Background: an optimization exercise with open tools, aiming at small area, a short achievable clock period and few clock cycles per item. Do not read the settings as production practice.
Function was checked by simulation only, so behaviour that the tests miss may differ from the original.
No activity file was given, so power comes from the tool's default toggle rates.

==> flow/design.v, too long to show whole: its modules and the start of the top module <==
// module ate1_pixel_unit: 1060 lines
// module ate1_fa: 10 lines
module ate1_pixel_unit (
    input  wire        clk,
    input  wire        rst,         
    input  wire        in_valid,
    output wire        in_ready,
    input  wire [3:0]  in_op,
    input  wire [63:0] in_d,
    input  wire [63:0] in_s,
    input  wire [16:0] in_t,
    output reg         out_valid,
    input  wire        out_ready,
    output reg  [63:0] out_p
);
  // ...
==> flow/flow/run.sh <==
#!/bin/bash
# Standard layout (bash standard.sh) with two changes to how it is made:
# - timing repair aims to leave flow/setup_margin ns of setup slack, so it
#   works towards a shorter period than the 16 ns clock (the SDC is unchanged);
# - the port buffers that buffer_ports inserts are buf_2 cells.
# The make output goes to flow_make.log; ORFS's own logs are under orfs/logs.
set -euo pipefail
export SETUP_SLACK_MARGIN=$(cat flow/setup_margin)
export BUFFER_PORTS_ARGS="-buffer_cell sky130_fd_sc_hd__buf_2"
bash standard.sh > flow_make.log 2>&1
==> flow/flow/setup_margin <==
10.5
==> flow/standard.sh <==
#!/bin/bash
# synth_recipe.tcl (not shown) runs the flow's synth.tcl, then flattens the netlist and writes it again
# the make line also repeats each setting of config.mk as NAME=value (left out here)
make -C /OpenROAD-flow-scripts/flow DESIGN_CONFIG=/design/flow/config.mk WORK_HOME=/design/flow/orfs CLKGATE_MAP_FILE= SYNTH_SCRIPT=/design/flow/synth_recipe.tcl "${@:-finish}"
==> flow/config.mk <==
export PLATFORM = sky130hd
export DESIGN_NAME = ate1_pixel_unit
export DESIGN_NICKNAME = ate1_pixel_unit
export VERILOG_FILES = /design/flow/design.v
export SDC_FILE = /design/flow/constraint.sdc
export NUM_CORES = 8
export LEC_CHECK = 0
export CAP_MARGIN = 20
export CORE_MARGIN = 2
export CORE_UTILIZATION = 35
export CTS_CLUSTER_DIAMETER = 200
export CTS_CLUSTER_SIZE = 20
export SLEW_MARGIN = 20
export SYNTH_HIERARCHICAL = 1
==> flow/constraint.sdc <==
create_clock -name core_clock -period 16.0 [get_ports {clk}]
set_input_delay 3.2000 -clock core_clock [delete_from_list [all_inputs] [get_ports {clk}]]
set_output_delay 3.2000 -clock core_clock [all_outputs]
set_load 0.01 [all_outputs]
==> flow_summary.json, run 1 <==
{
  "run_status": "complete, no violations",
  "cts_tree": "yes",
  "finalSetupViolations": 0,
  "die_y_um": 464,
  "post-dp-hpwl_um": 179000,
  "multi_input_area_share_pct": 60.0,
  "finalNetCount": 8665,
  "combPwrFrac_pct": 69.7,
  "cell_internal_pwr_mw": 9.10,
  "n_fill_cell": 20385,
  "synth_adder_area_share_pct": 32.4,
  "detailroute.wirelength.met3_um": 21600,
  "worst_reg2reg_setup_slack_ns": 10.59,
  "timing.critical_path.fanout_max": 16,
  "crit_buf_inv": 2,
  "finalPower_mw": 16.8,
  "path_cells": "buf_4 -> nand2_1 -> nand2_1 -> a2111oi_2 -> buf_4 -> nor2_1 -> fa_1 -> fa_1 -> fa_1 -> fa_1 -> fa_1 -> fa_1",
  "switchingPower_mw": 7.69,
  "wl_met1_um": 94400,
  "syn2layout_area_growth_pct": 10.8,
  "worstReg2RegStart": "ir_cw_rgb[7]$_SDFFCE_PN0N_",
  "criticalPathCategory": "flip-flop to flip-flop",
  "io_pins": 219,
  "p_clk_mw": 1.27,
  "worst-path-stages": 12,
  "final_cell_mix": "1,299 x sky130_fd_sc_hd__nor2_1, 862 x sky130_fd_sc_hd__fa_1, 792 x sky130_fd_sc_hd__edfxtp_1",
  "yosys.area.top_type_share_pct": 32.1
}
Testbench counts, summed over its fixed seeds: cycles 42,153, items 32,000.
==> run 2, diff against run 1 <==
--- a/flow/design.v
+++ b/flow/design.v
@@ -485,468 +485,482 @@
             wire ng8 = av[16] & ~bv[8];
             wire ng9 = av[16] & ~bv[9];
             wire ng10 = av[16] & ~bv[10];
             wire ng11 = av[16] & ~bv[11];
             wire ng12 = av[16] & ~bv[12];
             wire ng13 = av[16] & ~bv[13];
             wire ng14 = av[16] & ~bv[14];
             wire ng15 = av[16] & ~bv[15];
-            wire t1 = pp0_13 ^ pp1_12;
-            wire t2 = pp0_13 & pp1_12;
+            wire t1 = pp0_1 ^ pp1_0;
+            wire t2 = pp0_1 & pp1_0;
             wire t3, t4;
-            ate1_fa ft3 (.a(pp0_14), .b(pp1_13), .c(pp2_12), .s(t3), .co(t4));
-            wire t5 = pp3_11 ^ pp4_10;
-            wire t6 = pp3_11 & pp4_10;
+            ate1_fa ft3 (.a(pp0_2), .b(pp1_1), .c(pp2_0), .s(t3), .co(t4));
+            wire t5 = t2 ^ t3;
+            wire t6 = t2 & t3;
             wire t7, t8;
-            ate1_fa ft7 (.a(pp0_15), .b(pp1_14), .c(pp2_13), .s(t7), .co(t8));
+            ate1_fa ft7 (.a(pp0_3), .b(pp1_2), .c(pp2_1), .s(t7), .co(t8));
             wire t9, t10;
-            ate1_fa ft9 (.a(pp3_12), .b(pp4_11), .c(pp5_10), .s(t9), .co(t10));
-            wire t11, t12;
-            ate1_fa ft11 (.a(pp6_9), .b(pp7_8), .c(pp8_7), .s(t11), .co(t12));
+            ate1_fa ft9 (.a(pp3_0), .b(t4), .c(t7), .s(t9), .co(t10));
+            wire t11 = t6 ^ t9;
+            wire t12 = t6 & t9;
             wire t13, t14;
-            ate1_fa ft13 (.a(pp1_15), .b(pp2_14), .c(pp3_13), .s(t13), .co(t14));
+            ate1_fa ft13 (.a(pp0_4), .b(pp1_3), .c(pp2_2), .s(t13), .co(t14));
             wire t15, t16;
-            ate1_fa ft15 (.a(pp4_12), .b(pp5_11), .c(pp6_10), .s(t15), .co(t16));
+            ate1_fa ft15 (.a(pp3_1), .b(pp4_0), .c(t8), .s(t15), .co(t16));
             wire t17, t18;
-            ate1_fa ft17 (.a(pp7_9), .b(pp8_8), .c(pp9_7), .s(t17), .co(t18));
-            wire t19 = pp10_6 ^ pp11_5;
-            wire t20 = pp10_6 & pp11_5;
+            ate1_fa ft17 (.a(t13), .b(t10), .c(t15), .s(t17), .co(t18));
+            wire t19 = t12 ^ t17;
+            wire t20 = t12 & t17;
             wire t21, t22;
-            ate1_fa ft21 (.a(pp2_15), .b(pp3_14), .c(pp4_13), .s(t21), .co(t22));
+            ate1_fa ft21 (.a(pp0_5), .b(pp1_4), .c(pp2_3), .s(t21), .co(t22));
             wire t23, t24;
-            ate1_fa ft23 (.a(pp5_12), .b(pp6_11), .c(pp7_10), .s(t23), .co(t24));
+            ate1_fa ft23 (.a(pp3_2), .b(pp4_1), .c(pp5_0), .s(t23), .co(t24));
             wire t25, t26;
-            ate1_fa ft25 (.a(pp8_9), .b(pp9_8), .c(pp10_7), .s(t25), .co(t26));
+            ate1_fa ft25 (.a(t14), .b(t21), .c(t23), .s(t25), .co(t26));
             wire t27, t28;
-            ate1_fa ft27 (.a(pp3_15), .b(pp4_14), .c(pp5_13), .s(t27), .co(t28));
-            wire t29, t30;
-            ate1_fa ft29 (.a(pp6_12), .b(pp7_11), .c(pp8_10), .s(t29), .co(t30));
+            ate1_fa ft27 (.a(t16), .b(t25), .c(t18), .s(t27), .co(t28));
+            wire t29 = t20 ^ t27;
+            wire t30 = t20 & t27;
             wire t31, t32;
-            ate1_fa ft31 (.a(pp4_15), .b(pp5_14), .c(pp6_13), .s(t31), .co(t32));
-            wire t33 = pp0_9 ^ pp1_8;
-            wire t34 = pp0_9 & pp1_8;
+            ate1_fa ft31 (.a(pp0_6), .b(pp1_5), .c(pp2_4), .s(t31), .co(t32));
+            wire t33, t34;
+            ate1_fa ft33 (.a(pp3_3), .b(pp4_2), .c(pp5_1), .s(t33), .co(t34));
             wire t35, t36;
-            ate1_fa ft35 (.a(pp0_10), .b(pp1_9), .c(pp2_8), .s(t35), .co(t36));
-            wire t37 = pp3_7 ^ pp4_6;
-            wire t38 = pp3_7 & pp4_6;
+            ate1_fa ft35 (.a(pp6_0), .b(t22), .c(t24), .s(t35), .co(t36));
+            wire t37, t38;
+            ate1_fa ft37 (.a(t31), .b(t33), .c(t35), .s(t37), .co(t38));
             wire t39, t40;
-            ate1_fa ft39 (.a(pp0_11), .b(pp1_10), .c(pp2_9), .s(t39), .co(t40));
-            wire t41, t42;
-            ate1_fa ft41 (.a(pp3_8), .b(pp4_7), .c(pp5_6), .s(t41), .co(t42));
-            wire t43 = pp6_5 ^ pp7_4;
-            wire t44 = pp6_5 & pp7_4;
+            ate1_fa ft39 (.a(t26), .b(t37), .c(t28), .s(t39), .co(t40));
+            wire t41 = t30 ^ t39;
+            wire t42 = t30 & t39;
+            wire t43, t44;
+            ate1_fa ft43 (.a(pp0_7), .b(pp1_6), .c(pp2_5), .s(t43), .co(t44));
             wire t45, t46;
-            ate1_fa ft45 (.a(pp0_12), .b(pp1_11), .c(pp2_10), .s(t45), .co(t46));
+            ate1_fa ft45 (.a(pp3_4), .b(pp4_3), .c(pp5_2), .s(t45), .co(t46));
             wire t47, t48;
-            ate1_fa ft47 (.a(pp3_9), .b(pp4_8), .c(pp5_7), .s(t47), .co(t48));
+            ate1_fa ft47 (.a(pp6_1), .b(pp7_0), .c(t32), .s(t47), .co(t48));
             wire t49, t50;
-            ate1_fa ft49 (.a(pp6_6), .b(pp7_5), .c(pp8_4), .s(t49), .co(t50));
-            wire t51 = pp9_3 ^ pp10_2;
-            wire t52 = pp9_3 & pp10_2;
+            ate1_fa ft49 (.a(t34), .b(t43), .c(t45), .s(t49), .co(t50));
+            wire t51, t52;
+            ate1_fa ft51 (.a(t36), .b(t47), .c(t49), .s(t51), .co(t52));
             wire t53, t54;
-            ate1_fa ft53 (.a(pp2_11), .b(pp3_10), .c(pp4_9), .s(t53), .co(t54));
-            wire t55, t56;
-            ate1_fa ft55 (.a(pp5_8), .b(pp6_7), .c(pp7_6), .s(t55), .co(t56));
+            ate1_fa ft53 (.a(t38), .b(t51), .c(t40), .s(t53), .co(t54));
+            wire t55 = t42 ^ t53;
+            wire t56 = t42 & t53;
             wire t57, t58;
-            ate1_fa ft57 (.a(pp8_5), .b(pp9_4), .c(pp10_3), .s(t57), .co(t58));
+            ate1_fa ft57 (.a(pp0_8), .b(pp1_7), .c(pp2_6), .s(t57), .co(t58));
             wire t59, t60;
-            ate1_fa ft59 (.a(pp11_2), .b(pp12_1), .c(pp13_0), .s(t59), .co(t60));
+            ate1_fa ft59 (.a(pp3_5), .b(pp4_4), .c(pp5_3), .s(t59), .co(t60));
             wire t61, t62;
-            ate1_fa ft61 (.a(pp5_9), .b(pp6_8), .c(pp7_7), .s(t61), .co(t62));
+            ate1_fa ft61 (.a(pp6_2), .b(pp7_1), .c(pp8_0), .s(t61), .co(t62));
             wire t63, t64;
-            ate1_fa ft63 (.a(pp8_6), .b(pp9_5), .c(pp10_4), .s(t63), .co(t64));
+            ate1_fa ft63 (.a(t44), .b(t46), .c(t57), .s(t63), .co(t64));
             wire t65, t66;
-            ate1_fa ft65 (.a(pp11_3), .b(pp12_2), .c(pp13_1), .s(t65), .co(t66));
+            ate1_fa ft65 (.a(t59), .b(t61), .c(t48), .s(t65), .co(t66));
             wire t67, t68;
-            ate1_fa ft67 (.a(pp14_0), .b(t3), .c(t5), .s(t67), .co(t68));
+            ate1_fa ft67 (.a(t50), .b(t63), .c(t65), .s(t67), .co(t68));
             wire t69, t70;
-            ate1_fa ft69 (.a(pp9_6), .b(pp10_5), .c(pp11_4), .s(t69), .co(t70));
+            ate1_fa ft69 (.a(t52), .b(t67), .c(t54), .s(t69), .co(t70));
             wire t71, t72;
-            ate1_fa ft71 (.a(pp12_3), .b(pp13_2), .c(pp14_1), .s(t71), .co(t72));
+            ate1_fa ft71 (.a(pp0_9), .b(pp1_8), .c(pp2_7), .s(t71), .co(t72));
             wire t73, t74;
-            ate1_fa ft73 (.a(pp15_0), .b(rnd), .c(t7), .s(t73), .co(t74));
+            ate1_fa ft73 (.a(pp3_6), .b(pp4_5), .c(pp5_4), .s(t73), .co(t74));
             wire t75, t76;
-            ate1_fa ft75 (.a(t9), .b(t11), .c(t4), .s(t75), .co(t76));
+            ate1_fa ft75 (.a(pp6_3), .b(pp7_2), .c(pp8_1), .s(t75), .co(t76));
             wire t77, t78;
-            ate1_fa ft77 (.a(pp12_4), .b(pp13_3), .c(pp14_2), .s(t77), .co(t78));
+            ate1_fa ft77 (.a(pp9_0), .b(t58), .c(t60), .s(t77), .co(t78));
             wire t79, t80;
-            ate1_fa ft79 (.a(pp15_1), .b(ng0), .c(av[16]), .s(t79), .co(t80));
+            ate1_fa ft79 (.a(t62), .b(t71), .c(t73), .s(t79), .co(t80));
             wire t81, t82;
-            ate1_fa ft81 (.a(t13), .b(t15), .c(t17), .s(t81), .co(t82));
+            ate1_fa ft81 (.a(t75), .b(t64), .c(t77), .s(t81), .co(t82));
             wire t83, t84;
-            ate1_fa ft83 (.a(t19), .b(t8), .c(t10), .s(t83), .co(t84));
-            wire t85, t86;
-            ate1_fa ft85 (.a(pp11_6), .b(pp12_5), .c(pp13_4), .s(t85), .co(t86));
+            ate1_fa ft83 (.a(t79), .b(t66), .c(t81), .s(t83), .co(t84));
+            wire t85 = t68 ^ t83;
+            wire t86 = t68 & t83;
             wire t87, t88;
-            ate1_fa ft87 (.a(pp14_3), .b(pp15_2), .c(ng1), .s(t87), .co(t88));
+            ate1_fa ft87 (.a(pp0_10), .b(pp1_9), .c(pp2_8), .s(t87), .co(t88));
             wire t89, t90;
-            ate1_fa ft89 (.a(t21), .b(t23), .c(t25), .s(t89), .co(t90));
+            ate1_fa ft89 (.a(pp3_7), .b(pp4_6), .c(pp5_5), .s(t89), .co(t90));
             wire t91, t92;
-            ate1_fa ft91 (.a(t14), .b(t16), .c(t18), .s(t91), .co(t92));
+            ate1_fa ft91 (.a(pp6_4), .b(pp7_3), .c(pp8_2), .s(t91), .co(t92));
             wire t93, t94;
-            ate1_fa ft93 (.a(pp9_9), .b(pp10_8), .c(pp11_7), .s(t93), .co(t94));
+            ate1_fa ft93 (.a(pp9_1), .b(pp10_0), .c(t72), .s(t93), .co(t94));
             wire t95, t96;
-            ate1_fa ft95 (.a(pp12_6), .b(pp13_5), .c(pp14_4), .s(t95), .co(t96));
+            ate1_fa ft95 (.a(t74), .b(t76), .c(t87), .s(t95), .co(t96));
             wire t97, t98;
-            ate1_fa ft97 (.a(pp15_3), .b(ng2), .c(t27), .s(t97), .co(t98));
+            ate1_fa ft97 (.a(t89), .b(t91), .c(t78), .s(t97), .co(t98));
             wire t99, t100;
-            ate1_fa ft99 (.a(t29), .b(t22), .c(t24), .s(t99), .co(t100));
+            ate1_fa ft99 (.a(t93), .b(t80), .c(t95), .s(t99), .co(t100));
             wire t101, t102;
-            ate1_fa ft101 (.a(pp7_12), .b(pp8_11), .c(pp9_10), .s(t101), .co(t102));
-            wire t103, t104;
-            ate1_fa ft103 (.a(pp10_9), .b(pp11_8), .c(pp12_7), .s(t103), .co(t104));
+            ate1_fa ft101 (.a(t82), .b(t97), .c(t99), .s(t101), .co(t102));
+            wire t103 = t84 ^ t101;
+            wire t104 = t84 & t101;
             wire t105, t106;
-            ate1_fa ft105 (.a(pp13_6), .b(pp14_5), .c(pp15_4), .s(t105), .co(t106));
+            ate1_fa ft105 (.a(pp0_11), .b(pp1_10), .c(pp2_9), .s(t105), .co(t106));
             wire t107, t108;
-            ate1_fa ft107 (.a(ng3), .b(t31), .c(t28), .s(t107), .co(t108));
+            ate1_fa ft107 (.a(pp3_8), .b(pp4_7), .c(pp5_6), .s(t107), .co(t108));
             wire t109, t110;
-            ate1_fa ft109 (.a(pp5_15), .b(pp6_14), .c(pp7_13), .s(t109), .co(t110));
+            ate1_fa ft109 (.a(pp6_5), .b(pp7_4), .c(pp8_3), .s(t109), .co(t110));
             wire t111, t112;
-            ate1_fa ft111 (.a(pp8_12), .b(pp9_11), .c(pp10_10), .s(t111), .co(t112));
+            ate1_fa ft111 (.a(pp9_2), .b(pp10_1), .c(pp11_0), .s(t111), .co(t112));
             wire t113, t114;
-            ate1_fa ft113 (.a(pp11_9), .b(pp12_8), .c(pp13_7), .s(t113), .co(t114));
+            ate1_fa ft113 (.a(t88), .b(t90), .c(t92), .s(t113), .co(t114));
             wire t115, t116;
-            ate1_fa ft115 (.a(pp14_6), .b(pp15_5), .c(ng4), .s(t115), .co(t116));
+            ate1_fa ft115 (.a(t105), .b(t107), .c(t109), .s(t115), .co(t116));
             wire t117, t118;
-            ate1_fa ft117 (.a(pp6_15), .b(pp7_14), .c(pp8_13), .s(t117), .co(t118));
+            ate1_fa ft117 (.a(t111), .b(t94), .c(t96), .s(t117), .co(t118));
             wire t119, t120;
-            ate1_fa ft119 (.a(pp9_12), .b(pp10_11), .c(pp11_10), .s(t119), .co(t120));
+            ate1_fa ft119 (.a(t113), .b(t115), .c(t98), .s(t119), .co(t120));
             wire t121, t122;
-            ate1_fa ft121 (.a(pp12_9), .b(pp13_8), .c(pp14_7), .s(t121), .co(t122));
-            wire t123, t124;
-            ate1_fa ft123 (.a(pp7_15), .b(pp8_14), .c(pp9_13), .s(t123), .co(t124));
+            ate1_fa ft121 (.a(t100), .b(t117), .c(t119), .s(t121), .co(t122));
+            wire t123 = t102 ^ t121;
+            wire t124 = t102 & t121;
             wire t125, t126;
-            ate1_fa ft125 (.a(pp10_12), .b(pp11_11), .c(pp12_10), .s(t125), .co(t126));
+            ate1_fa ft125 (.a(pp0_12), .b(pp1_11), .c(pp2_10), .s(t125), .co(t126));
             wire t127, t128;
-            ate1_fa ft127 (.a(pp8_15), .b(pp9_14), .c(pp10_13), .s(t127), .co(t128));
-            wire t129 = pp0_6 ^ pp1_5;
-            wire t130 = pp0_6 & pp1_5;
+            ate1_fa ft127 (.a(pp3_9), .b(pp4_8), .c(pp5_7), .s(t127), .co(t128));
+            wire t129, t130;
+            ate1_fa ft129 (.a(pp6_6), .b(pp7_5), .c(pp8_4), .s(t129), .co(t130));
             wire t131, t132;
-            ate1_fa ft131 (.a(pp0_7), .b(pp1_6), .c(pp2_5), .s(t131), .co(t132));
-            wire t133 = pp3_4 ^ pp4_3;
-            wire t134 = pp3_4 & pp4_3;
+            ate1_fa ft131 (.a(pp9_3), .b(pp10_2), .c(pp11_1), .s(t131), .co(t132));
+            wire t133, t134;
+            ate1_fa ft133 (.a(pp12_0), .b(t106), .c(t108), .s(t133), .co(t134));
             wire t135, t136;
-            ate1_fa ft135 (.a(pp0_8), .b(pp1_7), .c(pp2_6), .s(t135), .co(t136));
+            ate1_fa ft135 (.a(t110), .b(t112), .c(t125), .s(t135), .co(t136));
             wire t137, t138;
-            ate1_fa ft137 (.a(pp3_5), .b(pp4_4), .c(pp5_3), .s(t137), .co(t138));
-            wire t139 = pp6_2 ^ pp7_1;
-            wire t140 = pp6_2 & pp7_1;
+            ate1_fa ft137 (.a(t127), .b(t129), .c(t131), .s(t137), .co(t138));
+            wire t139, t140;
+            ate1_fa ft139 (.a(t114), .b(t133), .c(t116), .s(t139), .co(t140));
             wire t141, t142;
-            ate1_fa ft141 (.a(pp2_7), .b(pp3_6), .c(pp4_5), .s(t141), .co(t142));
+            ate1_fa ft141 (.a(t135), .b(t137), .c(t118), .s(t141), .co(t142));
             wire t143, t144;
-            ate1_fa ft143 (.a(pp5_4), .b(pp6_3), .c(pp7_2), .s(t143), .co(t144));
-            wire t145, t146;
-            ate1_fa ft145 (.a(pp8_1), .b(pp9_0), .c(t33), .s(t145), .co(t146));
+            ate1_fa ft143 (.a(t139), .b(t120), .c(t141), .s(t143), .co(t144));
+            wire t145 = t122 ^ t143;
+            wire t146 = t122 & t143;
             wire t147, t148;
-            ate1_fa ft147 (.a(pp5_5), .b(pp6_4), .c(pp7_3), .s(t147), .co(t148));
+            ate1_fa ft147 (.a(pp0_13), .b(pp1_12), .c(pp2_11), .s(t147), .co(t148));
             wire t149, t150;
-            ate1_fa ft149 (.a(pp8_2), .b(pp9_1), .c(pp10_0), .s(t149), .co(t150));
+            ate1_fa ft149 (.a(pp3_10), .b(pp4_9), .c(pp5_8), .s(t149), .co(t150));
             wire t151, t152;
-            ate1_fa ft151 (.a(t35), .b(t37), .c(t34), .s(t151), .co(t152));
+            ate1_fa ft151 (.a(pp6_7), .b(pp7_6), .c(pp8_5), .s(t151), .co(t152));
             wire t153, t154;
-            ate1_fa ft153 (.a(pp8_3), .b(pp9_2), .c(pp10_1), .s(t153), .co(t154));
+            ate1_fa ft153 (.a(pp9_4), .b(pp10_3), .c(pp11_2), .s(t153), .co(t154));
             wire t155, t156;
-            ate1_fa ft155 (.a(pp11_0), .b(t39), .c(t41), .s(t155), .co(t156));
+            ate1_fa ft155 (.a(pp12_1), .b(pp13_0), .c(t126), .s(t155), .co(t156));
             wire t157, t158;
-            ate1_fa ft157 (.a(t43), .b(t36), .c(t38), .s(t157), .co(t158));
+            ate1_fa ft157 (.a(t128), .b(t130), .c(t132), .s(t157), .co(t158));
             wire t159, t160;
-            ate1_fa ft159 (.a(pp11_1), .b(pp12_0), .c(t45), .s(t159), .co(t160));
+            ate1_fa ft159 (.a(t147), .b(t149), .c(t151), .s(t159), .co(t160));
             wire t161, t162;
-            ate1_fa ft161 (.a(t47), .b(t49), .c(t51), .s(t161), .co(t162));
+            ate1_fa ft161 (.a(t153), .b(t134), .c(t136), .s(t161), .co(t162));
             wire t163, t164;
-            ate1_fa ft163 (.a(t40), .b(t42), .c(t44), .s(t163), .co(t164));
+            ate1_fa ft163 (.a(t155), .b(t138), .c(t157), .s(t163), .co(t164));
             wire t165, t166;
-            ate1_fa ft165 (.a(t1), .b(t53), .c(t55), .s(t165), .co(t166));
+            ate1_fa ft165 (.a(t159), .b(t140), .c(t161), .s(t165), .co(t166));
             wire t167, t168;
-            ate1_fa ft167 (.a(t57), .b(t59), .c(t46), .s(t167), .co(t168));
-            wire t169, t170;
-            ate1_fa ft169 (.a(t48), .b(t50), .c(t52), .s(t169), .co(t170));
+            ate1_fa ft167 (.a(t163), .b(t142), .c(t165), .s(t167), .co(t168));
+            wire t169 = t144 ^ t167;
+            wire t170 = t144 & t167;
             wire t171, t172;
-            ate1_fa ft171 (.a(t2), .b(t61), .c(t63), .s(t171), .co(t172));
+            ate1_fa ft171 (.a(pp0_14), .b(pp1_13), .c(pp2_12), .s(t171), .co(t172));
             wire t173, t174;
-            ate1_fa ft173 (.a(t65), .b(t67), .c(t54), .s(t173), .co(t174));
+            ate1_fa ft173 (.a(pp3_11), .b(pp4_10), .c(pp5_9), .s(t173), .co(t174));
             wire t175, t176;
-            ate1_fa ft175 (.a(t56), .b(t58), .c(t60), .s(t175), .co(t176));
+            ate1_fa ft175 (.a(pp6_8), .b(pp7_7), .c(pp8_6), .s(t175), .co(t176));
             wire t177, t178;
-            ate1_fa ft177 (.a(t6), .b(t69), .c(t71), .s(t177), .co(t178));
+            ate1_fa ft177 (.a(pp9_5), .b(pp10_4), .c(pp11_3), .s(t177), .co(t178));
             wire t179, t180;
-            ate1_fa ft179 (.a(t73), .b(t75), .c(t62), .s(t179), .co(t180));
+            ate1_fa ft179 (.a(pp12_2), .b(pp13_1), .c(pp14_0), .s(t179), .co(t180));
             wire t181, t182;
-            ate1_fa ft181 (.a(t64), .b(t66), .c(t68), .s(t181), .co(t182));
+            ate1_fa ft181 (.a(t148), .b(t150), .c(t152), .s(t181), .co(t182));
             wire t183, t184;
-            ate1_fa ft183 (.a(t12), .b(t77), .c(t79), .s(t183), .co(t184));
+            ate1_fa ft183 (.a(t154), .b(t171), .c(t173), .s(t183), .co(t184));
             wire t185, t186;
-            ate1_fa ft185 (.a(t81), .b(t83), .c(t70), .s(t185), .co(t186));
+            ate1_fa ft185 (.a(t175), .b(t177), .c(t179), .s(t185), .co(t186));
             wire t187, t188;
-            ate1_fa ft187 (.a(t72), .b(t74), .c(t76), .s(t187), .co(t188));
+            ate1_fa ft187 (.a(t156), .b(t158), .c(t160), .s(t187), .co(t188));
             wire t189, t190;
-            ate1_fa ft189 (.a(t20), .b(t85), .c(t87), .s(t189), .co(t190));
+            ate1_fa ft189 (.a(t181), .b(t183), .c(t185), .s(t189), .co(t190));
             wire t191, t192;
-            ate1_fa ft191 (.a(t89), .b(t91), .c(t78), .s(t191), .co(t192));
+            ate1_fa ft191 (.a(t162), .b(t164), .c(t187), .s(t191), .co(t192));
             wire t193, t194;
-            ate1_fa ft193 (.a(t80), .b(t82), .c(t84), .s(t193), .co(t194));
-            wire t195, t196;
-            ate1_fa ft195 (.a(t26), .b(t93), .c(t95), .s(t195), .co(t196));
+            ate1_fa ft193 (.a(t189), .b(t166), .c(t191), .s(t193), .co(t194));
+            wire t195 = t168 ^ t193;
+            wire t196 = t168 & t193;
             wire t197, t198;
-            ate1_fa ft197 (.a(t97), .b(t99), .c(t86), .s(t197), .co(t198));
+            ate1_fa ft197 (.a(pp0_15), .b(pp1_14), .c(pp2_13), .s(t197), .co(t198));
             wire t199, t200;
-            ate1_fa ft199 (.a(t88), .b(t90), .c(t92), .s(t199), .co(t200));
+            ate1_fa ft199 (.a(pp3_12), .b(pp4_11), .c(pp5_10), .s(t199), .co(t200));
             wire t201, t202;
-            ate1_fa ft201 (.a(t30), .b(t101), .c(t103), .s(t201), .co(t202));
+            ate1_fa ft201 (.a(pp6_9), .b(pp7_8), .c(pp8_7), .s(t201), .co(t202));
             wire t203, t204;
-            ate1_fa ft203 (.a(t105), .b(t107), .c(t94), .s(t203), .co(t204));
+            ate1_fa ft203 (.a(pp9_6), .b(pp10_5), .c(pp11_4), .s(t203), .co(t204));
             wire t205, t206;
-            ate1_fa ft205 (.a(t96), .b(t98), .c(t100), .s(t205), .co(t206));
+            ate1_fa ft205 (.a(pp12_3), .b(pp13_2), .c(pp14_1), .s(t205), .co(t206));
             wire t207, t208;
-            ate1_fa ft207 (.a(t32), .b(t109), .c(t111), .s(t207), .co(t208));
+            ate1_fa ft207 (.a(pp15_0), .b(rnd), .c(t172), .s(t207), .co(t208));
             wire t209, t210;
-            ate1_fa ft209 (.a(t113), .b(t115), .c(t102), .s(t209), .co(t210));
+            ate1_fa ft209 (.a(t174), .b(t176), .c(t178), .s(t209), .co(t210));
             wire t211, t212;
-            ate1_fa ft211 (.a(t104), .b(t106), .c(t108), .s(t211), .co(t212));
+            ate1_fa ft211 (.a(t180), .b(t197), .c(t199), .s(t211), .co(t212));
             wire t213, t214;
-            ate1_fa ft213 (.a(pp15_6), .b(ng5), .c(t117), .s(t213), .co(t214));
+            ate1_fa ft213 (.a(t201), .b(t203), .c(t205), .s(t213), .co(t214));
             wire t215, t216;
-            ate1_fa ft215 (.a(t119), .b(t121), .c(t110), .s(t215), .co(t216));
+            ate1_fa ft215 (.a(t182), .b(t207), .c(t184), .s(t215), .co(t216));
             wire t217, t218;
-            ate1_fa ft217 (.a(t112), .b(t114), .c(t116), .s(t217), .co(t218));
+            ate1_fa ft217 (.a(t186), .b(t209), .c(t211), .s(t217), .co(t218));
             wire t219, t220;
-            ate1_fa ft219 (.a(pp13_9), .b(pp14_8), .c(pp15_7), .s(t219), .co(t220));
+            ate1_fa ft219 (.a(t213), .b(t188), .c(t215), .s(t219), .co(t220));
             wire t221, t222;
-            ate1_fa ft221 (.a(ng6), .b(t123), .c(t125), .s(t221), .co(t222));
+            ate1_fa ft221 (.a(t190), .b(t217), .c(t192), .s(t221), .co(t222));
             wire t223, t224;
-            ate1_fa ft223 (.a(t118), .b(t120), .c(t122), .s(t223), .co(t224));
+            ate1_fa ft223 (.a(t219), .b(t194), .c(t221), .s(t223), .co(t224));
             wire t225, t226;
-            ate1_fa ft225 (.a(pp11_12), .b(pp12_11), .c(pp13_10), .s(t225), .co(t226));
+            ate1_fa ft225 (.a(pp1_15), .b(pp2_14), .c(pp3_13), .s(t225), .co(t226));
             wire t227, t228;
-            ate1_fa ft227 (.a(pp14_9), .b(pp15_8), .c(ng7), .s(t227), .co(t228));
+            ate1_fa ft227 (.a(pp4_12), .b(pp5_11), .c(pp6_10), .s(t227), .co(t228));
             wire t229, t230;
-            ate1_fa ft229 (.a(t127), .b(t124), .c(t126), .s(t229), .co(t230));
+            ate1_fa ft229 (.a(pp7_9), .b(pp8_8), .c(pp9_7), .s(t229), .co(t230));
             wire t231, t232;
-            ate1_fa ft231 (.a(pp9_15), .b(pp10_14), .c(pp11_13), .s(t231), .co(t232));
+            ate1_fa ft231 (.a(pp10_6), .b(pp11_5), .c(pp12_4), .s(t231), .co(t232));
             wire t233, t234;
-            ate1_fa ft233 (.a(pp12_12), .b(pp13_11), .c(pp14_10), .s(t233), .co(t234));
+            ate1_fa ft233 (.a(pp13_3), .b(pp14_2), .c(pp15_1), .s(t233), .co(t234));
             wire t235, t236;
-            ate1_fa ft235 (.a(pp15_9), .b(ng8), .c(t128), .s(t235), .co(t236));
+            ate1_fa ft235 (.a(ng0), .b(av[16]), .c(t198), .s(t235), .co(t236));
             wire t237, t238;
-            ate1_fa ft237 (.a(pp10_15), .b(pp11_14), .c(pp12_13), .s(t237), .co(t238));
+            ate1_fa ft237 (.a(t200), .b(t202), .c(t204), .s(t237), .co(t238));
             wire t239, t240;
-            ate1_fa ft239 (.a(pp13_12), .b(pp14_11), .c(pp15_10), .s(t239), .co(t240));
+            ate1_fa ft239 (.a(t206), .b(t225), .c(t227), .s(t239), .co(t240));
             wire t241, t242;
-            ate1_fa ft241 (.a(pp11_15), .b(pp12_14), .c(pp13_13), .s(t241), .co(t242));
-            wire t243 = pp0_4 ^ pp1_3;
-            wire t244 = pp0_4 & pp1_3;
+            ate1_fa ft241 (.a(t229), .b(t231), .c(t233), .s(t241), .co(t242));
+            wire t243, t244;
+            ate1_fa ft243 (.a(t208), .b(t210), .c(t235), .s(t243), .co(t244));
             wire t245, t246;
-            ate1_fa ft245 (.a(pp0_5), .b(pp1_4), .c(pp2_3), .s(t245), .co(t246));
-            wire t247 = pp3_2 ^ pp4_1;
-            wire t248 = pp3_2 & pp4_1;
+            ate1_fa ft245 (.a(t212), .b(t214), .c(t237), .s(t245), .co(t246));
+            wire t247, t248;
+            ate1_fa ft247 (.a(t239), .b(t241), .c(t216), .s(t247), .co(t248));
             wire t249, t250;
-            ate1_fa ft249 (.a(pp2_4), .b(pp3_3), .c(pp4_2), .s(t249), .co(t250));
+            ate1_fa ft249 (.a(t243), .b(t218), .c(t245), .s(t249), .co(t250));
             wire t251, t252;
-            ate1_fa ft251 (.a(pp5_1), .b(pp6_0), .c(t129), .s(t251), .co(t252));
-            wire t253, t254;
-            ate1_fa ft253 (.a(pp5_2), .b(pp6_1), .c(pp7_0), .s(t253), .co(t254));
+            ate1_fa ft251 (.a(t220), .b(t247), .c(t249), .s(t251), .co(t252));
+            wire t253 = t222 ^ t251;
+            wire t254 = t222 & t251;
             wire t255, t256;
-            ate1_fa ft255 (.a(t131), .b(t133), .c(t130), .s(t255), .co(t256));
+            ate1_fa ft255 (.a(pp2_15), .b(pp3_14), .c(pp4_13), .s(t255), .co(t256));
             wire t257, t258;
-            ate1_fa ft257 (.a(pp8_0), .b(t135), .c(t137), .s(t257), .co(t258));
+            ate1_fa ft257 (.a(pp5_12), .b(pp6_11), .c(pp7_10), .s(t257), .co(t258));
             wire t259, t260;
-            ate1_fa ft259 (.a(t139), .b(t132), .c(t134), .s(t259), .co(t260));
+            ate1_fa ft259 (.a(pp8_9), .b(pp9_8), .c(pp10_7), .s(t259), .co(t260));
             wire t261, t262;
-            ate1_fa ft261 (.a(t141), .b(t143), .c(t145), .s(t261), .co(t262));
+            ate1_fa ft261 (.a(pp11_6), .b(pp12_5), .c(pp13_4), .s(t261), .co(t262));
             wire t263, t264;
-            ate1_fa ft263 (.a(t136), .b(t138), .c(t140), .s(t263), .co(t264));
+            ate1_fa ft263 (.a(pp14_3), .b(pp15_2), .c(ng1), .s(t263), .co(t264));
             wire t265, t266;
-            ate1_fa ft265 (.a(t147), .b(t149), .c(t151), .s(t265), .co(t266));
+            ate1_fa ft265 (.a(t226), .b(t228), .c(t230), .s(t265), .co(t266));
             wire t267, t268;
-            ate1_fa ft267 (.a(t142), .b(t144), .c(t146), .s(t267), .co(t268));
+            ate1_fa ft267 (.a(t232), .b(t234), .c(t255), .s(t267), .co(t268));
             wire t269, t270;
-            ate1_fa ft269 (.a(t153), .b(t155), .c(t157), .s(t269), .co(t270));
+            ate1_fa ft269 (.a(t257), .b(t259), .c(t261), .s(t269), .co(t270));
             wire t271, t272;
-            ate1_fa ft271 (.a(t148), .b(t150), .c(t152), .s(t271), .co(t272));
+            ate1_fa ft271 (.a(t263), .b(t236), .c(t238), .s(t271), .co(t272));
             wire t273, t274;
-            ate1_fa ft273 (.a(t159), .b(t161), .c(t163), .s(t273), .co(t274));
+            ate1_fa ft273 (.a(t240), .b(t242), .c(t265), .s(t273), .co(t274));
             wire t275, t276;
-            ate1_fa ft275 (.a(t154), .b(t156), .c(t158), .s(t275), .co(t276));
+            ate1_fa ft275 (.a(t267), .b(t269), .c(t244), .s(t275), .co(t276));
             wire t277, t278;
-            ate1_fa ft277 (.a(t165), .b(t167), .c(t169), .s(t277), .co(t278));
+            ate1_fa ft277 (.a(t271), .b(t246), .c(t273), .s(t277), .co(t278));
             wire t279, t280;
-            ate1_fa ft279 (.a(t160), .b(t162), .c(t164), .s(t279), .co(t280));
+            ate1_fa ft279 (.a(t248), .b(t275), .c(t250), .s(t279), .co(t280));
             wire t281, t282;
-            ate1_fa ft281 (.a(t171), .b(t173), .c(t175), .s(t281), .co(t282));
+            ate1_fa ft281 (.a(t277), .b(t252), .c(t279), .s(t281), .co(t282));
             wire t283, t284;
-            ate1_fa ft283 (.a(t166), .b(t168), .c(t170), .s(t283), .co(t284));
+            ate1_fa ft283 (.a(pp3_15), .b(pp4_14), .c(pp5_13), .s(t283), .co(t284));
             wire t285, t286;
-            ate1_fa ft285 (.a(t177), .b(t179), .c(t181), .s(t285), .co(t286));
+            ate1_fa ft285 (.a(pp6_12), .b(pp7_11), .c(pp8_10), .s(t285), .co(t286));
             wire t287, t288;
-            ate1_fa ft287 (.a(t172), .b(t174), .c(t176), .s(t287), .co(t288));
+            ate1_fa ft287 (.a(pp9_9), .b(pp10_8), .c(pp11_7), .s(t287), .co(t288));
             wire t289, t290;
-            ate1_fa ft289 (.a(t183), .b(t185), .c(t187), .s(t289), .co(t290));
+            ate1_fa ft289 (.a(pp12_6), .b(pp13_5), .c(pp14_4), .s(t289), .co(t290));
             wire t291, t292;
-            ate1_fa ft291 (.a(t178), .b(t180), .c(t182), .s(t291), .co(t292));
+            ate1_fa ft291 (.a(pp15_3), .b(ng2), .c(t256), .s(t291), .co(t292));
             wire t293, t294;
-            ate1_fa ft293 (.a(t189), .b(t191), .c(t193), .s(t293), .co(t294));
+            ate1_fa ft293 (.a(t258), .b(t260), .c(t262), .s(t293), .co(t294));
             wire t295, t296;
-            ate1_fa ft295 (.a(t184), .b(t186), .c(t188), .s(t295), .co(t296));
+            ate1_fa ft295 (.a(t264), .b(t283), .c(t285), .s(t295), .co(t296));
             wire t297, t298;
-            ate1_fa ft297 (.a(t195), .b(t197), .c(t199), .s(t297), .co(t298));
+            ate1_fa ft297 (.a(t287), .b(t289), .c(t266), .s(t297), .co(t298));
             wire t299, t300;
-            ate1_fa ft299 (.a(t190), .b(t192), .c(t194), .s(t299), .co(t300));
+            ate1_fa ft299 (.a(t268), .b(t291), .c(t270), .s(t299), .co(t300));
             wire t301, t302;
-            ate1_fa ft301 (.a(t201), .b(t203), .c(t205), .s(t301), .co(t302));
+            ate1_fa ft301 (.a(t293), .b(t295), .c(t272), .s(t301), .co(t302));
             wire t303, t304;
-            ate1_fa ft303 (.a(t196), .b(t198), .c(t200), .s(t303), .co(t304));
+            ate1_fa ft303 (.a(t297), .b(t274), .c(t299), .s(t303), .co(t304));
             wire t305, t306;
-            ate1_fa ft305 (.a(t207), .b(t209), .c(t211), .s(t305), .co(t306));
+            ate1_fa ft305 (.a(t276), .b(t301), .c(t278), .s(t305), .co(t306));
             wire t307, t308;
-            ate1_fa ft307 (.a(t202), .b(t204), .c(t206), .s(t307), .co(t308));
+            ate1_fa ft307 (.a(t303), .b(t280), .c(t305), .s(t307), .co(t308));
             wire t309, t310;
-            ate1_fa ft309 (.a(t213), .b(t215), .c(t217), .s(t309), .co(t310));
+            ate1_fa ft309 (.a(pp4_15), .b(pp5_14), .c(pp6_13), .s(t309), .co(t310));
             wire t311, t312;
-            ate1_fa ft311 (.a(t208), .b(t210), .c(t212), .s(t311), .co(t312));
+            ate1_fa ft311 (.a(pp7_12), .b(pp8_11), .c(pp9_10), .s(t311), .co(t312));
             wire t313, t314;
-            ate1_fa ft313 (.a(t219), .b(t221), .c(t223), .s(t313), .co(t314));
+            ate1_fa ft313 (.a(pp10_9), .b(pp11_8), .c(pp12_7), .s(t313), .co(t314));
             wire t315, t316;
-            ate1_fa ft315 (.a(t214), .b(t216), .c(t218), .s(t315), .co(t316));
+            ate1_fa ft315 (.a(pp13_6), .b(pp14_5), .c(pp15_4), .s(t315), .co(t316));
             wire t317, t318;
-            ate1_fa ft317 (.a(t225), .b(t227), .c(t229), .s(t317), .co(t318));
+            ate1_fa ft317 (.a(ng3), .b(t284), .c(t286), .s(t317), .co(t318));
             wire t319, t320;
-            ate1_fa ft319 (.a(t220), .b(t222), .c(t224), .s(t319), .co(t320));
+            ate1_fa ft319 (.a(t288), .b(t290), .c(t309), .s(t319), .co(t320));
             wire t321, t322;
-            ate1_fa ft321 (.a(t231), .b(t233), .c(t235), .s(t321), .co(t322));
+            ate1_fa ft321 (.a(t311), .b(t313), .c(t315), .s(t321), .co(t322));
             wire t323, t324;
-            ate1_fa ft323 (.a(t226), .b(t228), .c(t230), .s(t323), .co(t324));
+            ate1_fa ft323 (.a(t292), .b(t294), .c(t317), .s(t323), .co(t324));
             wire t325, t326;
-            ate1_fa ft325 (.a(ng9), .b(t237), .c(t239), .s(t325), .co(t326));
+            ate1_fa ft325 (.a(t296), .b(t319), .c(t321), .s(t325), .co(t326));
             wire t327, t328;
-            ate1_fa ft327 (.a(t232), .b(t234), .c(t236), .s(t327), .co(t328));
+            ate1_fa ft327 (.a(t298), .b(t300), .c(t323), .s(t327), .co(t328));
             wire t329, t330;
-            ate1_fa ft329 (.a(pp14_12), .b(pp15_11), .c(ng10), .s(t329), .co(t330));
+            ate1_fa ft329 (.a(t325), .b(t302), .c(t304), .s(t329), .co(t330));
             wire t331, t332;
-            ate1_fa ft331 (.a(t241), .b(t238), .c(t240), .s(t331), .co(t332));
+            ate1_fa ft331 (.a(t327), .b(t306), .c(t329), .s(t331), .co(t332));
             wire t333, t334;
-            ate1_fa ft333 (.a(pp12_15), .b(pp13_14), .c(pp14_13), .s(t333), .co(t334));
+            ate1_fa ft333 (.a(pp5_15), .b(pp6_14), .c(pp7_13), .s(t333), .co(t334));
             wire t335, t336;
-            ate1_fa ft335 (.a(pp15_12), .b(ng11), .c(t242), .s(t335), .co(t336));
+            ate1_fa ft335 (.a(pp8_12), .b(pp9_11), .c(pp10_10), .s(t335), .co(t336));
             wire t337, t338;
-            ate1_fa ft337 (.a(pp13_15), .b(pp14_14), .c(pp15_13), .s(t337), .co(t338));
-            wire t339 = pp0_3 ^ pp1_2;
-            wire t340 = pp0_3 & pp1_2;
+            ate1_fa ft337 (.a(pp11_9), .b(pp12_8), .c(pp13_7), .s(t337), .co(t338));
+            wire t339, t340;
+            ate1_fa ft339 (.a(pp14_6), .b(pp15_5), .c(ng4), .s(t339), .co(t340));
             wire t341, t342;
-            ate1_fa ft341 (.a(pp2_2), .b(pp3_1), .c(pp4_0), .s(t341), .co(t342));
+            ate1_fa ft341 (.a(t310), .b(t312), .c(t314), .s(t341), .co(t342));
             wire t343, t344;
-            ate1_fa ft343 (.a(pp5_0), .b(t245), .c(t247), .s(t343), .co(t344));
+            ate1_fa ft343 (.a(t316), .b(t333), .c(t335), .s(t343), .co(t344));
             wire t345, t346;
-            ate1_fa ft345 (.a(t249), .b(t251), .c(t246), .s(t345), .co(t346));
+            ate1_fa ft345 (.a(t337), .b(t339), .c(t318), .s(t345), .co(t346));
             wire t347, t348;
-            ate1_fa ft347 (.a(t253), .b(t255), .c(t250), .s(t347), .co(t348));
+            ate1_fa ft347 (.a(t320), .b(t322), .c(t341), .s(t347), .co(t348));
             wire t349, t350;
-            ate1_fa ft349 (.a(t257), .b(t259), .c(t254), .s(t349), .co(t350));
+            ate1_fa ft349 (.a(t343), .b(t324), .c(t345), .s(t349), .co(t350));
             wire t351, t352;
-            ate1_fa ft351 (.a(t261), .b(t263), .c(t258), .s(t351), .co(t352));
+            ate1_fa ft351 (.a(t326), .b(t347), .c(t328), .s(t351), .co(t352));
             wire t353, t354;
-            ate1_fa ft353 (.a(t265), .b(t267), .c(t262), .s(t353), .co(t354));
+            ate1_fa ft353 (.a(t349), .b(t330), .c(t351), .s(t353), .co(t354));
             wire t355, t356;
-            ate1_fa ft355 (.a(t269), .b(t271), .c(t266), .s(t355), .co(t356));
+            ate1_fa ft355 (.a(pp6_15), .b(pp7_14), .c(pp8_13), .s(t355), .co(t356));
             wire t357, t358;
-            ate1_fa ft357 (.a(t273), .b(t275), .c(t270), .s(t357), .co(t358));
+            ate1_fa ft357 (.a(pp9_12), .b(pp10_11), .c(pp11_10), .s(t357), .co(t358));
             wire t359, t360;
-            ate1_fa ft359 (.a(t277), .b(t279), .c(t274), .s(t359), .co(t360));
+            ate1_fa ft359 (.a(pp12_9), .b(pp13_8), .c(pp14_7), .s(t359), .co(t360));
             wire t361, t362;
-            ate1_fa ft361 (.a(t281), .b(t283), .c(t278), .s(t361), .co(t362));
+            ate1_fa ft361 (.a(pp15_6), .b(ng5), .c(t334), .s(t361), .co(t362));
             wire t363, t364;
-            ate1_fa ft363 (.a(t285), .b(t287), .c(t282), .s(t363), .co(t364));
+            ate1_fa ft363 (.a(t336), .b(t338), .c(t340), .s(t363), .co(t364));
             wire t365, t366;
-            ate1_fa ft365 (.a(t289), .b(t291), .c(t286), .s(t365), .co(t366));
+            ate1_fa ft365 (.a(t355), .b(t357), .c(t359), .s(t365), .co(t366));
             wire t367, t368;
-            ate1_fa ft367 (.a(t293), .b(t295), .c(t290), .s(t367), .co(t368));
+            ate1_fa ft367 (.a(t342), .b(t361), .c(t344), .s(t367), .co(t368));
             wire t369, t370;
-            ate1_fa ft369 (.a(t297), .b(t299), .c(t294), .s(t369), .co(t370));
+            ate1_fa ft369 (.a(t363), .b(t365), .c(t346), .s(t369), .co(t370));
             wire t371, t372;
-            ate1_fa ft371 (.a(t301), .b(t303), .c(t298), .s(t371), .co(t372));
+            ate1_fa ft371 (.a(t348), .b(t367), .c(t369), .s(t371), .co(t372));
             wire t373, t374;
-            ate1_fa ft373 (.a(t305), .b(t307), .c(t302), .s(t373), .co(t374));
+            ate1_fa ft373 (.a(t350), .b(t352), .c(t371), .s(t373), .co(t374));
             wire t375, t376;
-            ate1_fa ft375 (.a(t309), .b(t311), .c(t306), .s(t375), .co(t376));
+            ate1_fa ft375 (.a(pp7_15), .b(pp8_14), .c(pp9_13), .s(t375), .co(t376));
             wire t377, t378;
-            ate1_fa ft377 (.a(t313), .b(t315), .c(t310), .s(t377), .co(t378));
+            ate1_fa ft377 (.a(pp10_12), .b(pp11_11), .c(pp12_10), .s(t377), .co(t378));
             wire t379, t380;
-            ate1_fa ft379 (.a(t317), .b(t319), .c(t314), .s(t379), .co(t380));
+            ate1_fa ft379 (.a(pp13_9), .b(pp14_8), .c(pp15_7), .s(t379), .co(t380));
             wire t381, t382;
-            ate1_fa ft381 (.a(t321), .b(t323), .c(t318), .s(t381), .co(t382));
+            ate1_fa ft381 (.a(ng6), .b(t356), .c(t358), .s(t381), .co(t382));
             wire t383, t384;
-            ate1_fa ft383 (.a(t325), .b(t327), .c(t322), .s(t383), .co(t384));
+            ate1_fa ft383 (.a(t360), .b(t375), .c(t377), .s(t383), .co(t384));
             wire t385, t386;
-            ate1_fa ft385 (.a(t329), .b(t331), .c(t326), .s(t385), .co(t386));
+            ate1_fa ft385 (.a(t379), .b(t362), .c(t364), .s(t385), .co(t386));
             wire t387, t388;
-            ate1_fa ft387 (.a(t333), .b(t335), .c(t330), .s(t387), .co(t388));
+            ate1_fa ft387 (.a(t381), .b(t366), .c(t383), .s(t387), .co(t388));
             wire t389, t390;
-            ate1_fa ft389 (.a(ng12), .b(t337), .c(t334), .s(t389), .co(t390));
+            ate1_fa ft389 (.a(t368), .b(t385), .c(t387), .s(t389), .co(t390));
             wire t391, t392;
-            ate1_fa ft391 (.a(pp14_15), .b(pp15_14), .c(ng13), .s(t391), .co(t392));
-            wire t393 = pp0_2 ^ pp1_1;
-            wire t394 = pp0_2 & pp1_1;
+            ate1_fa ft391 (.a(t370), .b(t389), .c(t372), .s(t391), .co(t392));
+            wire t393, t394;
+            ate1_fa ft393 (.a(pp8_15), .b(pp9_14), .c(pp10_13), .s(t393), .co(t394));
             wire t395, t396;
-            ate1_fa ft395 (.a(pp2_1), .b(pp3_0), .c(t339), .s(t395), .co(t396));
+            ate1_fa ft395 (.a(pp11_12), .b(pp12_11), .c(pp13_10), .s(t395), .co(t396));
             wire t397, t398;
-            ate1_fa ft397 (.a(t243), .b(t341), .c(t340), .s(t397), .co(t398));
+            ate1_fa ft397 (.a(pp14_9), .b(pp15_8), .c(ng7), .s(t397), .co(t398));
             wire t399, t400;
-            ate1_fa ft399 (.a(t244), .b(t343), .c(t342), .s(t399), .co(t400));
+            ate1_fa ft399 (.a(t376), .b(t378), .c(t380), .s(t399), .co(t400));
             wire t401, t402;
-            ate1_fa ft401 (.a(t248), .b(t345), .c(t344), .s(t401), .co(t402));
+            ate1_fa ft401 (.a(t393), .b(t395), .c(t397), .s(t401), .co(t402));
             wire t403, t404;
-            ate1_fa ft403 (.a(t252), .b(t347), .c(t346), .s(t403), .co(t404));
+            ate1_fa ft403 (.a(t382), .b(t384), .c(t399), .s(t403), .co(t404));
             wire t405, t406;
-            ate1_fa ft405 (.a(t256), .b(t349), .c(t348), .s(t405), .co(t406));
+            ate1_fa ft405 (.a(t401), .b(t386), .c(t388), .s(t405), .co(t406));
             wire t407, t408;
-            ate1_fa ft407 (.a(t260), .b(t351), .c(t350), .s(t407), .co(t408));
+            ate1_fa ft407 (.a(t403), .b(t390), .c(t405), .s(t407), .co(t408));
             wire t409, t410;
-            ate1_fa ft409 (.a(t264), .b(t353), .c(t352), .s(t409), .co(t410));
+            ate1_fa ft409 (.a(pp9_15), .b(pp10_14), .c(pp11_13), .s(t409), .co(t410));
             wire t411, t412;
-            ate1_fa ft411 (.a(t268), .b(t355), .c(t354), .s(t411), .co(t412));
+            ate1_fa ft411 (.a(pp12_12), .b(pp13_11), .c(pp14_10), .s(t411), .co(t412));
             wire t413, t414;
-            ate1_fa ft413 (.a(t272), .b(t357), .c(t356), .s(t413), .co(t414));
+            ate1_fa ft413 (.a(pp15_9), .b(ng8), .c(t394), .s(t413), .co(t414));
             wire t415, t416;
-            ate1_fa ft415 (.a(t276), .b(t359), .c(t358), .s(t415), .co(t416));
+            ate1_fa ft415 (.a(t396), .b(t398), .c(t409), .s(t415), .co(t416));
             wire t417, t418;
-            ate1_fa ft417 (.a(t280), .b(t361), .c(t360), .s(t417), .co(t418));
+            ate1_fa ft417 (.a(t411), .b(t400), .c(t413), .s(t417), .co(t418));
             wire t419, t420;
-            ate1_fa ft419 (.a(t284), .b(t363), .c(t362), .s(t419), .co(t420));
+            ate1_fa ft419 (.a(t402), .b(t415), .c(t404), .s(t419), .co(t420));
             wire t421, t422;
-            ate1_fa ft421 (.a(t288), .b(t365), .c(t364), .s(t421), .co(t422));
+            ate1_fa ft421 (.a(t417), .b(t406), .c(t419), .s(t421), .co(t422));
             wire t423, t424;
-            ate1_fa ft423 (.a(t292), .b(t367), .c(t366), .s(t423), .co(t424));
+            ate1_fa ft423 (.a(pp10_15), .b(pp11_14), .c(pp12_13), .s(t423), .co(t424));
             wire t425, t426;
-            ate1_fa ft425 (.a(t296), .b(t369), .c(t368), .s(t425), .co(t426));
+            ate1_fa ft425 (.a(pp13_12), .b(pp14_11), .c(pp15_10), .s(t425), .co(t426));
             wire t427, t428;
-            ate1_fa ft427 (.a(t300), .b(t371), .c(t370), .s(t427), .co(t428));
+            ate1_fa ft427 (.a(ng9), .b(t410), .c(t412), .s(t427), .co(t428));
             wire t429, t430;
-            ate1_fa ft429 (.a(t304), .b(t373), .c(t372), .s(t429), .co(t430));
+            ate1_fa ft429 (.a(t423), .b(t425), .c(t414), .s(t429), .co(t430));
             wire t431, t432;
-            ate1_fa ft431 (.a(t308), .b(t375), .c(t374), .s(t431), .co(t432));
+            ate1_fa ft431 (.a(t416), .b(t427), .c(t418), .s(t431), .co(t432));
             wire t433, t434;
-            ate1_fa ft433 (.a(t312), .b(t377), .c(t376), .s(t433), .co(t434));
+            ate1_fa ft433 (.a(t429), .b(t420), .c(t431), .s(t433), .co(t434));
             wire t435, t436;
-            ate1_fa ft435 (.a(t316), .b(t379), .c(t378), .s(t435), .co(t436));
+            ate1_fa ft435 (.a(pp11_15), .b(pp12_14), .c(pp13_13), .s(t435), .co(t436));
             wire t437, t438;
-            ate1_fa ft437 (.a(t320), .b(t381), .c(t380), .s(t437), .co(t438));
+            ate1_fa ft437 (.a(pp14_12), .b(pp15_11), .c(ng10), .s(t437), .co(t438));
             wire t439, t440;
-            ate1_fa ft439 (.a(t324), .b(t383), .c(t382), .s(t439), .co(t440));
+            ate1_fa ft439 (.a(t424), .b(t426), .c(t435), .s(t439), .co(t440));
             wire t441, t442;
-            ate1_fa ft441 (.a(t328), .b(t385), .c(t384), .s(t441), .co(t442));
+            ate1_fa ft441 (.a(t437), .b(t428), .c(t439), .s(t441), .co(t442));
             wire t443, t444;
-            ate1_fa ft443 (.a(t332), .b(t387), .c(t386), .s(t443), .co(t444));
+            ate1_fa ft443 (.a(t430), .b(t441), .c(t432), .s(t443), .co(t444));
             wire t445, t446;
-            ate1_fa ft445 (.a(t336), .b(t389), .c(t388), .s(t445), .co(t446));
+            ate1_fa ft445 (.a(pp12_15), .b(pp13_14), .c(pp14_13), .s(t445), .co(t446));
             wire t447, t448;
-            ate1_fa ft447 (.a(t338), .b(t391), .c(t390), .s(t447), .co(t448));
+            ate1_fa ft447 (.a(pp15_12), .b(ng11), .c(t436), .s(t447), .co(t448));
             wire t449, t450;
-            ate1_fa ft449 (.a(pp15_15), .b(ng14), .c(t392), .s(t449), .co(t450));
-            assign ts = {ng15, t449, t447, t445, t443, t441, t439, t437, t435, t433, t431, t429, t427, t425, t423, t421, t419, t417, t415, t413, t411, t409, t407, t405, t403, t401, t399, t397, t395, pp2_0, pp0_1, pp0_0};
-            assign tc = {t450, t448, t446, t444, t442, t440, t438, t436, t434, t432, t430, t428, t426, t424, t422, t420, t418, t416, t414, t412, t410, t408, t406, t404, t402, t400, t398, t396, t394, t393, pp1_0, 1'b0};
+            ate1_fa ft449 (.a(t438), .b(t445), .c(t440), .s(t449), .co(t450));
+            wire t451, t452;
+            ate1_fa ft451 (.a(t447), .b(t442), .c(t449), .s(t451), .co(t452));
+            wire t453, t454;
+            ate1_fa ft453 (.a(pp13_15), .b(pp14_14), .c(pp15_13), .s(t453), .co(t454));
+            wire t455, t456;
+            ate1_fa ft455 (.a(ng12), .b(t446), .c(t453), .s(t455), .co(t456));
+            wire t457, t458;
+            ate1_fa ft457 (.a(t448), .b(t455), .c(t450), .s(t457), .co(t458));
+            wire t459, t460;
+            ate1_fa ft459 (.a(pp14_15), .b(pp15_14), .c(ng13), .s(t459), .co(t460));
+            wire t461, t462;
+            ate1_fa ft461 (.a(t454), .b(t459), .c(t456), .s(t461), .co(t462));
+            wire t463, t464;
+            ate1_fa ft463 (.a(pp15_15), .b(ng14), .c(t460), .s(t463), .co(t464));
+            assign ts = {ng15, t463, t461, t457, t451, t434, t422, t408, t407, t391, t354, t332, t308, t282, t254, t224, t196, t170, t146, t124, t104, t86, t85, t56, t55, t41, t29, t19, t11, t5, t1, pp0_0};
+            assign tc = {t464, t462, t458, t452, t444, t443, t433, t421, t392, t374, t373, t353, t331, t307, t281, t253, t223, t195, t169, t145, t123, t103, t70, t69, 1'b0, 1'b0, 1'b0, 1'b0, 1'b0, 1'b0, 1'b0, 1'b0};
             assign x_s[32*g +: 32] = ts;
             assign x_c[32*g +: 32] = tc;
         end
     endgenerate
     always @(posedge clk) begin
         if (rst) begin
             p1_valid <= 1'b0;
         end else if (adv) begin
==> flow_summary.json, run 2 <==
{
  "run_status": "complete, no violations",
  "tritoncts_num_sinks": 769,
  "worstReg2RegStart": "ir_cw_a[12]$_DFFE_PN_",
  "power.density_cell_area_mw_per_mm2": 205,
  "worst-endpoint-required_ns": 16.43,
  "drt_pass1_iterations": 9,
  "synth_seq_area_share_pct": 31.8,
  "cpPeakStageDelay_ns": 0.54,
  "synth.top_cells.by_area": "sky130_fd_sc_hd__edfxtp_1 32%, sky130_fd_sc_hd__fa_1 25%, sky130_fd_sc_hd__ha_1 8.6%",
  "timing.critical_path.fanout_max": 50,
  "leakagePower_nw": 35.4,
  "netlist-cell-type-count": 92,
  "worst_clock_skew_ns": 0.0459,
  "timing_hold_violations_final": 0,
  "grt_max_degree": 90,
  "port_buffers": 218,
  "final_cell_count_no_fill": 9710,
  "synthFlopType": "sky130_fd_sc_hd__edfxtp_1",
  "worst_pin_slew_ns": 1.06,
  "worst_reg2reg_setup_slack_ns": 10.62,
  "crit_buf_inv": 3,
  "initial_core_util_pct": 35.1,
  "route.vias.total": 54449,
  "cts_tree": "yes",
  "highest_delay_cell_along_the_critical_path": "sky130_fd_sc_hd__fa_1",
  "dpl.cell_count": 9529,
  "gp_routability_congestion": 0.937,
  "detailed_route_vias_per_instance": 5.61,
  "yosys.area.top_type_share_pct": 31.6,
  "cts.path.max_buffers": 3,
  "worst_setup_path_end_kind": "flip-flop",
  "h-tree-depth": 2,
  "combPwrFrac_pct": 69.8,
  "rr_worst_depth": 13,
  "crit_path_frequent_cell": "sky130_fd_sc_hd__fa_1",
  "hold_path_depth": 0,
  "finalNetCount": 8520,
  "switchingPower_mw": 7.62,
  "clkSlewWorstSetupHoldPaths_ns": 0.11,
  "finalPower_mw": 16.5,
  "synthTopCellsByCount": "1,347 x sky130_fd_sc_hd__nor2_1, 895 x sky130_fd_sc_hd__fa_1, 764 x sky130_fd_sc_hd__edfxtp_1",
  "synth_adder_area_share_pct": 33.3,
  "grt_pass1_wl_um": 347000,
  "peakVddDrop_uv": 176,
  "synth.area.mux_share_pct": 2.34,
  "postSynthNetCount": 8317,
  "drt_first_iter_violations": 5607,
  "holdCritStartpoint": "p1_add[61]$_DFFE_PN_",
  "hold_path_end": "p2_add[61]$_DFFE_PN_",
  "share_clk_of_total_power_pct": 7.5,
  "worstSkewPairLatency_ns": 0.71,
  "hold_path_class": "flip-flop to flip-flop",
  "cell_internal_pwr_mw": 8.83,
  "criticalPathCategory": "flip-flop to flip-flop",
  "synth_compound_area_share_pct": 11.9,
  "grt_setup_unrepaired": "true",
  "floorplan.rows": 167,
  "cp-start-kind": "flip-flop",
  "relSlewSlack_pct": 29.2,
  "die_w_um": 459,
  "setup_total_negative_slack_ns": 0,
  "yosys.area_share.xor_xnor_pct": 3.93,
  "slew_violations": 0,
  "synthesized_flop_and_latch_total": 769,
  "number_of_synthesized_flops_with_an_enable_pin": 764,
  "setup_slack_ns": 10.62,
  "post-route-min-period_ns": 5.38,
  "fp.dieArea_sq_mm": 0.211,
  "layout_worst_path_cycle_share_pct": 33.6,
  "die_y_um": 459,
  "critical_path_arrival_ns": 5.81,
  "antenna_violations_before_repair": 24,
  "io_pins": 219,
  "crit_family": "adder cells",
  "grt_overflow_total": 0,
  "core-area_sq_mm": 0.207,
  "largest_registers_ranked_by_flip_flop_count": "p1_s: 128 flops, p1_c: 96 flops, p2_h: 72 flops",
  "route.antenna.remaining_nets": 0,
  "maxCapViolations": 0,
  "final_common_cell": "sky130_fd_sc_hd__nor2_1",
  "pre_cts_ws_ns": 9.42,
  "cts-root-buf": "sky130_fd_sc_hd__clkbuf_16",
  "hold-worst-slack_ns": 0.413,
  "finalSetupViolations": 0,
  "cts_made_buffers": 44,
  "main_combinational_cell_family_by_area_after_synthesis": "adder cells",
  "max_clock_freq_ghz": 0.186,
  "max_flop_register": "p1_s",
  "worst-path-stages": 13,
  "synthesis.yosys.warnings": 7,
  "final_core_util_pct": 38.9,
  "postPlaceCellArea_sq_mm": 0.0774,
  "final_cell_mix": "1,340 x sky130_fd_sc_hd__nor2_1, 895 x sky130_fd_sc_hd__fa_1, 764 x sky130_fd_sc_hd__edfxtp_1",
  "gr-usage-all-layers_pct": 21.7,
  "synth_most_common_cell": "sky130_fd_sc_hd__nor2_1",
  "synth_simple_gate_area_share_pct": 13.5,
  "pwr-share-seq_pct": 22.7,
  "drcViolationCount": 0,
  "netSwitchingFraction_pct": 46.3,
  "path_cells": "buf_6 -> buf_12 -> a221oi_1 -> nand3_2 -> a21oi_1 -> buf_4 -> nor2_1 -> fa_1 -> fa_1 -> fa_1 -> fa_1 -> fa_1 -> fa_1",
  "first_global_vias": 55344,
  "drive_above_1_share_pct": 12.5,
  "synth_async_sr_flop_share_pct": 0,
  "post-dp-hpwl_um": 176000,
  "timing.rr.end": "p1_c[17]$_DFFE_PN_",
  "routed_wire_length_per_instance_um": 24.0,
  "synth.cell_area_sq_mm": 0.0726,
  "totalWireLength_um": 233000,
  "synthesis.instances": 6770,
  "synthDominantAreaCellType": "sky130_fd_sc_hd__edfxtp_1",
  "stdcell_area_sq_mm": 0.0804,
  "syn-mean-instance-area_sq_um": 10.7,
  "syn2layout_area_growth_pct": 10.8,
  "largest_reg_flops": 128,
  "timing.critical_path.from": "ir_cw_a[12]$_DFFE_PN_"
}
-- run 2: cell count changes in the layout (fill, tap and decap cells not counted), sizes merged, moves of 22 or more --
cell	before	now
a21o	108	75
xnor2	202	180
nand2	318	343
fa	867	895
xor2	171	142
mux2	126	99
a21oi	423	329
nor2	1308	1347
edfxtp	792	764
o31ai	41	79
ha	525	499
-- run 2: cell type report --
type / instances / area [sq um]
fill: 19914 / 126000
inverter: 329 / 1240
sequential: 769 / 23000
clock inverter: 3 / 33.8
timing repair buffer: 449 / 3090
clock buffer: 61 / 1190
multi-input combinational: 5380 / 48400
antenna: 15 / 37.5
tap: 2704 / 3380
-- run 2: kinds of logic after synthesis --
group	after synthesis
XOR/XNOR	323
buffers and inverters	622
AND/OR/NAND/NOR	2266
AO/OA/AOI/OAI	1239
adder cells (fa/ha/maj)	1394
flip-flops	769
multiplexers	157
-- run 2: metal layers --
metal,vias to the layer above,routed length (um),share of wire (%),track usage (%)
met4,12,14000,6.0,11.3
met5,-,205,0.088,0
met3,553,21400,9.2,4.90
met1,27381,92800,40,28.1
met2,2538,105000,45,34.0
li1,23965,-,-,-
-- run 2: per-module statistics from Yosys, one instance, submodules excluded --
| module | times used | flops+latches |
|---|---|---|
| ate1_pixel_unit | 1 | 769 |
| ate1_fa | 872 | 0 |
-- run 2: power by group through the flow --
stage          logic [mW]  registers, mW  clock network [mW]
2_1_floorplan        8.11           3.62                   0
3_3_place_gp         10.8           3.77                   0
3_5_place_dp         11.2           3.78                   0
4_1_cts              11.3           3.73                1.28
5_1_grt              12.9           3.78                1.33
6_report             11.5           3.74                1.24
-- run 2: how the worst max path moves through the flow --
stage / end / slack (ns)
floorplan: in_ready / 9.93
global placement: ir_s[15]$_DFFE_PP_ / 9.38
detailed placement: ir_s[31]$_DFFE_PP_ / 9.42
CTS: p2_h[10]$_DFFE_PP_ / 10.52
global route: p2_h[2]$_DFFE_PP_ / 10.45
finish: p1_c[17]$_DFFE_PN_ / 10.62
-- run 2: timing repair --
action,4_1_cts,5_1_grt
setup buffers,65,35
hold endpoints to repair,0,0
gates resized for setup,63,103
hold buffers,0,0
cloned,1,0
pin swaps,14,40
endpoints found under the setup margin,180,174
Testbench counts of run 2, summed over its fixed seeds: cycles 42,153, items 32,000.

[what the ideal ports hide]
No port has a modelled driver above. Below, the same layouts with a new extraction and two added sets of constraints.
Step 1 (the two cells are an assumption about what drives the block):
set clk [get_ports {clk}]
set_driving_cell -lib_cell sky130_fd_sc_hd__clkbuf_16 $clk
set_driving_cell -lib_cell sky130_fd_sc_hd__buf_2 [delete_from_list [all_inputs] $clk]
Step 2 also shifts input and output timing later by t, the mid clock arrival at the registers, as if the neighbouring blocks saw the same clock.
a / b / c = no drivers / after step 1 / after step 2; a / b = the first two.
run	t (ns)	setup WS [ns]	hold slack, ns	slew at the worst register clock pin (ns)	worst data-port slew with drivers (ns)
run 1	0.795	10.586 / 10.586 / 9.857	0.408 / 0.408 / 0.408	0.11 / 0.11	0.29
run 2	0.758	10.622 / 10.608 / 9.944	0.413 / 0.413 / 0.413	0.12 / 0.12	0.36
After both steps every run listed still meets setup and hold. For run 1, which loses most, drivers alone change the setup slack by 0.000 ns; drivers and shift together by -0.729 ns.
